This design comes from an exercise in tuning for small area, a short achievable clock period and few clock cycles per item on the open sky130 flow, not from production work. In this exercise RTL edits were held to simulation tests only and were not proved equivalent to the original.

==> violet: inputs <==
// gf_alu
module gf_alu (
    input  wire        clk,
    input  wire        rst,
    input  wire        start,
    input  wire [7:0]  op,
    input  wire [31:0] a,
    input  wire [31:0] b,
    output wire        ready,
    output reg         done,
    output wire [31:0] result,
    output reg         err,
    output wire [7:0]  errcode
);
Settings: LEC_CHECK=0, CAP_MARGIN=20, CORE_MARGIN=2, CORE_UTILIZATION=30, SETUP_SLACK_MARGIN=3.5, SLEW_MARGIN=20; clock period 7.0 ns.
run.sh (not shown) runs the stock make flow with config.mk's settings and CLKGATE_MAP_FILE= SYNTH_SCRIPT=/design/flow/synth_recipe.tcl, a recipe that flattens the netlist after the stock synthesis.
==> inputs of indigo, as changes to violet <==
--- a/flow/design.v
+++ b/flow/design.v
@@ -56,63 +56,49 @@
         t = c;
         for (i = 14; i >= 8; i = i - 1)
             if (t[i]) t = t ^ (15'h11B << (i - 8));
     end
     assign r = {2'b00, t[7:0]};
 endmodule
-module gf8_exp_lo (
-    input  wire [3:0] addr,
-    output reg  [7:0] data
+module eac_add10 (
+    input  wire [9:0] s,
+    input  wire [9:0] c,
+    output wire [9:0] e
 );
+    wire [9:0] g0 = s & c;
+    wire [9:0] p0 = s ^ c;
+    reg [9:0] g, p;
+    integer i, j, k;
     always @(*) begin
-        case (addr)
-            4'h0: data = 8'h01;
-            4'h1: data = 8'h03;
-            4'h2: data = 8'h05;
-            4'h3: data = 8'h0F;
-            4'h4: data = 8'h11;
-            4'h5: data = 8'h33;
-            4'h6: data = 8'h55;
-            4'h7: data = 8'hFF;
-            4'h8: data = 8'h1A;
-            4'h9: data = 8'h2E;
-            4'hA: data = 8'h72;
-            4'hB: data = 8'h96;
-            4'hC: data = 8'hA1;
-            4'hD: data = 8'hF8;
-            4'hE: data = 8'h13;
-            4'hF: data = 8'h35;
-            default: data = 8'h00;
-        endcase
+        g = g0;
+        p = p0;
+        for (k = 0; k < 4; k = k + 1)
+            for (i = 0; i < 10; i = i + 1)
+                if ((i >> k) & 1) begin
+                    j = ((i >> k) << k) - 1;
+                    g[i] = g[i] | (p[i] & g[j]);
+                    p[i] = p[i] & p[j];
+                end
     end
+    wire       gall = g[9];
+    wire [9:0] cin  = {g[8:0] | (p[8:0] & {9{gall}}), gall};
+    assign e = p0 ^ cin;
+endmodule
+module gf8_exp_lo (
+    input  wire [3:0] addr,
+    output wire [7:0] data
+);
+    wire [127:0] tab = 128'h3513F8A196722E1AFF5533110F050301;
+    assign data = tab[8 * addr +: 8];
 endmodule
 module gf8_exp_hi (
     input  wire [3:0] addr,
-    output reg  [7:0] data
+    output wire [7:0] data
 );
-    always @(*) begin
-        case (addr)
-            4'h0: data = 8'h01;
-            4'h1: data = 8'h5F;
-            4'h2: data = 8'hE5;
-            4'h3: data = 8'h53;
-            4'h4: data = 8'h4C;
-            4'h5: data = 8'h83;
-            4'h6: data = 8'hB5;
-            4'h7: data = 8'hFE;
-            4'h8: data = 8'hFB;
-            4'h9: data = 8'hC3;
-            4'hA: data = 8'h9F;
-            4'hB: data = 8'h9B;
-            4'hC: data = 8'hFC;
-            4'hD: data = 8'h45;
-            4'hE: data = 8'h12;
-            4'hF: data = 8'h39;
-            default: data = 8'h00;
-        endcase
-    end
+    wire [127:0] tab = 128'h391245FC9B9FC3FBFEB5834C53E55F01;
+    assign data = tab[8 * addr +: 8];
 endmodule
 module gf8_log_rom (
     input  wire [7:0] addr,
     output wire [7:0] data
 );
   wire new_n17, new_n18, new_n19, new_n20, new_n21, new_n22, new_n23,
@@ -833,46 +819,41 @@
     output wire [31:0] result,
     output reg         err,
     output wire [7:0]  errcode
 );
     localparam [2:0] C_ADD  = 3'd0;    
     localparam [2:0] C_MUL  = 3'd1;    
-    localparam [2:0] C_LOG  = 3'd2;    
-    localparam [2:0] C_INV8 = 3'd3;    
-    localparam [2:0] C_POW  = 3'd4;    
-    localparam [2:0] C_LOOP = 3'd5;    
-    localparam [2:0] C_ERRZ = 3'd6;    
-    localparam [2:0] C_ILL  = 3'd7;    
+    localparam [2:0] C_POW  = 3'd2;    
+    localparam [2:0] C_LOOP = 3'd3;    
+    localparam [2:0] C_ERRZ = 3'd4;    
+    localparam [2:0] C_ILL  = 3'd5;    
+    localparam [2:0] C_EXP  = 3'd6;    
     reg        errz;
     reg  [9:0] res;
     assign result  = {22'd0, res};
     assign errcode = {3'b000, err, 3'b000, errz};
     reg        v1;          
     reg  [2:0] cls;
     reg        f10;         
     reg  [9:0] p, q;        
     reg  [9:0] s;           
     reg  [9:0] c;           
     reg  [9:0] x;           
     reg  [1:0] cnt;         
-    wire last    = (cls != C_INV8) && (cls != C_POW) && !((cls == C_LOOP) && (cnt != 2'd0));
+    wire last    = (cls != C_POW) && !((cls == C_LOOP) && (cnt != 2'd0));
     assign ready = ~v1 | last;
     wire accept  = start & ready;
     wire       fin = op[5];                     
     wire [9:0] am  = {a[9:8] & {2{fin}}, a[7:0]};
     wire [9:0] bm  = {b[9:8] & {2{fin}}, b[7:0]};
     wire       a8z  = (a[7:0] == 8'd0);
     wire       a10z = a8z & (a[9:8] == 2'd0);
     wire [9:0] a2;
     gf_sq u_sqa (.f10(fin), .x(am), .y(a2));
-    wire       inv8 = v1 & (cls == C_INV8);
-    wire [7:0] log_p;
-    wire [7:0] ek = inv8 ? ~log_p : a[7:0];     
-    wire [7:0] exp_lo, exp_hi;
-    gf8_exp_lo u_lo (.addr(ek[3:0]), .data(exp_lo));
-    gf8_exp_hi u_hi (.addr(ek[7:4]), .data(exp_hi));
+    wire [7:0] log_a;
+    gf8_log_rom u_log (.addr(a[7:0]), .data(log_a));
     wire [9:0] u10 = b[9:0], v10 = b[19:10], w10 = b[29:20], z10 = {8'd0, b[31:30]};
     wire [9:0] s10a = u10 ^ v10 ^ w10;
     wire [9:0] k10a = (u10 & v10) | (u10 & w10) | (v10 & w10);
     wire [9:0] c10a = {k10a[8:0], k10a[9]};
     wire [9:0] s10  = s10a ^ c10a ^ z10;
     wire [9:0] k10b = (s10a & c10a) | (s10a & z10) | (c10a & z10);
@@ -886,24 +867,26 @@
     wire [7:0] c8  = {k8b[6:0], k8b[7]};
     reg [2:0] cls_in;
     reg [9:0] p_in, q_in, s_in, c_in;
     always @(*) begin
         p_in = am;
         q_in = bm;
-        s_in = fin ? s10 : {s8, 2'b00};
+        s_in = fin ? s10 : {s8, 2'b11};      
         c_in = fin ? c10 : {c8, 2'b00};
         case (op)
             8'h10, 8'h20: begin cls_in = C_ADD; p_in = am ^ bm; end
             8'h11, 8'h21: cls_in = C_MUL;
-            8'h14: begin
-                cls_in = C_MUL;
-                p_in   = {2'b00, exp_lo};
-                q_in   = {2'b00, exp_hi};
+            8'h14: cls_in = C_EXP;
+            8'h15: begin
+                cls_in = a8z ? C_ERRZ : C_ADD;
+                p_in   = {2'b00, log_a};
+            end
+            8'h12: begin
+                cls_in = a8z ? C_ERRZ : C_EXP;
+                p_in   = {2'b00, ~log_a};
             end
-            8'h15: cls_in = a8z ? C_ERRZ : C_LOG;
-            8'h12: cls_in = a8z ? C_ERRZ : C_INV8;
             8'h13, 8'h23: begin cls_in = C_POW; q_in = a2; end
             8'h22: begin
                 cls_in = a10z ? C_ERRZ : C_POW;
                 q_in   = a2;
                 s_in   = 10'd1022;
                 c_in   = 10'd0;
@@ -913,17 +896,22 @@
     end
     wire       loop = (cls == C_LOOP);
     wire [9:0] p2, p4, x2;
     gf_sq u_sq1 (.f10(f10), .x(p),  .y(p2));
     gf_sq u_sq2 (.f10(f10), .x(p2), .y(p4));
     gf_sq u_sqx (.f10(f10), .x(x),  .y(x2));
+    wire       texp = (cls == C_EXP);
+    wire [7:0] exp_lo, exp_hi;
+    gf8_exp_lo u_lo (.addr(p[3:0]), .data(exp_lo));
+    gf8_exp_hi u_hi (.addr(p[7:4]), .data(exp_hi));
+    wire [9:0] ma = loop ? p4 : texp ? {2'b00, exp_lo} : p;
+    wire [9:0] mb = texp ? {2'b00, exp_hi} : q;
     wire [9:0] mp;
-    gf_mul u_mul (.f10(f10), .a(loop ? p4 : p), .b(q), .p(mp));
-    gf8_log_rom u_log (.addr(p[7:0]), .data(log_p));
-    wire [10:0] es = {1'b0, s} + {1'b0, c};
-    wire [9:0]  e  = es[9:0] + {7'd0, es[10] & ~f10, 1'b0, es[10] & f10};
+    gf_mul u_mul (.f10(f10), .a(ma), .b(mb), .p(mp));
+    wire [9:0] e;
+    eac_add10 u_eac (.s(s), .c(c), .e(e));
     reg [9:0] p_first, q_first;
     always @(*) begin
         case (e[9:8])
             2'd0:    p_first = 10'd1;
             2'd1:    p_first = p;
             2'd2:    p_first = q;
@@ -943,50 +931,48 @@
             2'd1:    q_loop = x;
             2'd2:    q_loop = x2;
             default: q_loop = c;
         endcase
     end
     always @(posedge clk) begin
+        err  <= (cls == C_ERRZ) || (cls == C_ILL);
+        errz <= (cls == C_ERRZ);
+        case (cls)
+            C_ADD:                  res <= p;
+            C_ERRZ, C_ILL:          res <= 10'd0;
+            default:                res <= mp;
+        endcase
+    end
+    always @(posedge clk) begin
         if (rst) begin
             v1   <= 1'b0;
             done <= 1'b0;
         end else begin
             done <= 1'b0;
             if (v1) begin
                 if (last) begin
                     v1   <= 1'b0;
                     done <= 1'b1;
-                    err  <= (cls == C_ERRZ) || (cls == C_ILL);
-                    errz <= (cls == C_ERRZ);
                 end
                 case (cls)
-                    C_ADD:  res <= p;
-                    C_MUL:  res <= mp;
-                    C_LOG:  res <= {2'b00, log_p};
-                    C_INV8: begin
-                        p   <= {2'b00, exp_lo};
-                        q   <= {2'b00, exp_hi};
-                        cls <= C_MUL;
-                    end
                     C_POW: begin
                         x   <= p;
                         c   <= mp;
                         p   <= p_first;
                         q   <= q_first;
                         s   <= {e[5:0], 4'd0};
                         cnt <= f10 ? 2'd3 : 2'd2;
                         cls <= C_LOOP;
                     end
                     C_LOOP: begin
-                        res <= mp;
                         p   <= mp;
                         q   <= q_loop;
                         s   <= {s[7:0], 2'b00};
                         cnt <= cnt - 2'd1;
                     end
-                    default: res <= 10'd0;
+                    default: ;
                 endcase
             end
             if (accept) begin
                 v1  <= 1'b1;
                 cls <= cls_in;
                 f10 <= fin;
SETUP_SLACK_MARGIN = 2.4   (was 3.5)
TNS_END_PERCENT = 0   (was default)
==> flow_metrics.env <==
export IMPL_outcome="complete, no violations"
export IMPL_postCtsResizedCells=179
export IMPL_fin_cells=2153
export IMPL_start_util_pct=30.45
export IMPL_cp_arrival_ns=4.63
export IMPL_viasPerCell=5.836
export IMPL_synthAdderAreaFrac_pct=10.51
export IMPL_synth_compound_area_share_pct=25.69
export IMPL_wl_per_cell_um=23.53
[end of results for violet]
==> flow_metrics.env <==
export IMPL_wl_per_cell_um=21.68
export IMPL_outcome="complete, no violations"
export IMPL_synthAdderAreaFrac_pct=10.53
export IMPL_cp_arrival_ns=4.73
export IMPL_fin_cells=1974
export IMPL_synth_compound_area_share_pct=25.76
export IMPL_vias=11600
export IMPL_start_util_pct=30.56
export IMPL_postCtsResizedCells=28
export IMPL_clock_latency_ns=0.34
[end of results for indigo]
Testbench counts of violet, summed over its fixed seeds: cycles 5,162, items 3,200.
Testbench counts of indigo, summed over its fixed seeds: cycles 4,818, items 3,200.

## what the ideal ports hide
Ports are ideal in the flow. The routed layouts listed here were re-timed in OpenROAD. Step 1 (the two cells are an assumption about what drives the block):
set clk [get_ports {clk}]
set_driving_cell -lib_cell sky130_fd_sc_hd__clkbuf_16 $clk
set_driving_cell -lib_cell sky130_fd_sc_hd__buf_2 [delete_from_list [all_inputs] $clk]
Step 2 also shifts input and output timing later by t, the mid clock arrival at the registers, as if the neighbouring blocks saw the same clock. a / b / c = no drivers / after step 1 / after step 2; a / b = the first two.
run	shift t [ns]	setup slack, ns	worst register clock-pin slew, ns	cell pins on the clock port's net
violet	0.390	2.463 / 2.463 / 2.463	0.07 / 0.07	1
indigo	0.376	2.365 / 2.373 / 1.997	0.06 / 0.06	1
After both steps setup and hold are still met in every run listed. The setup slack of indigo, which loses most, moves by +0.008 ns with the drivers and by -0.368 ns with both steps.
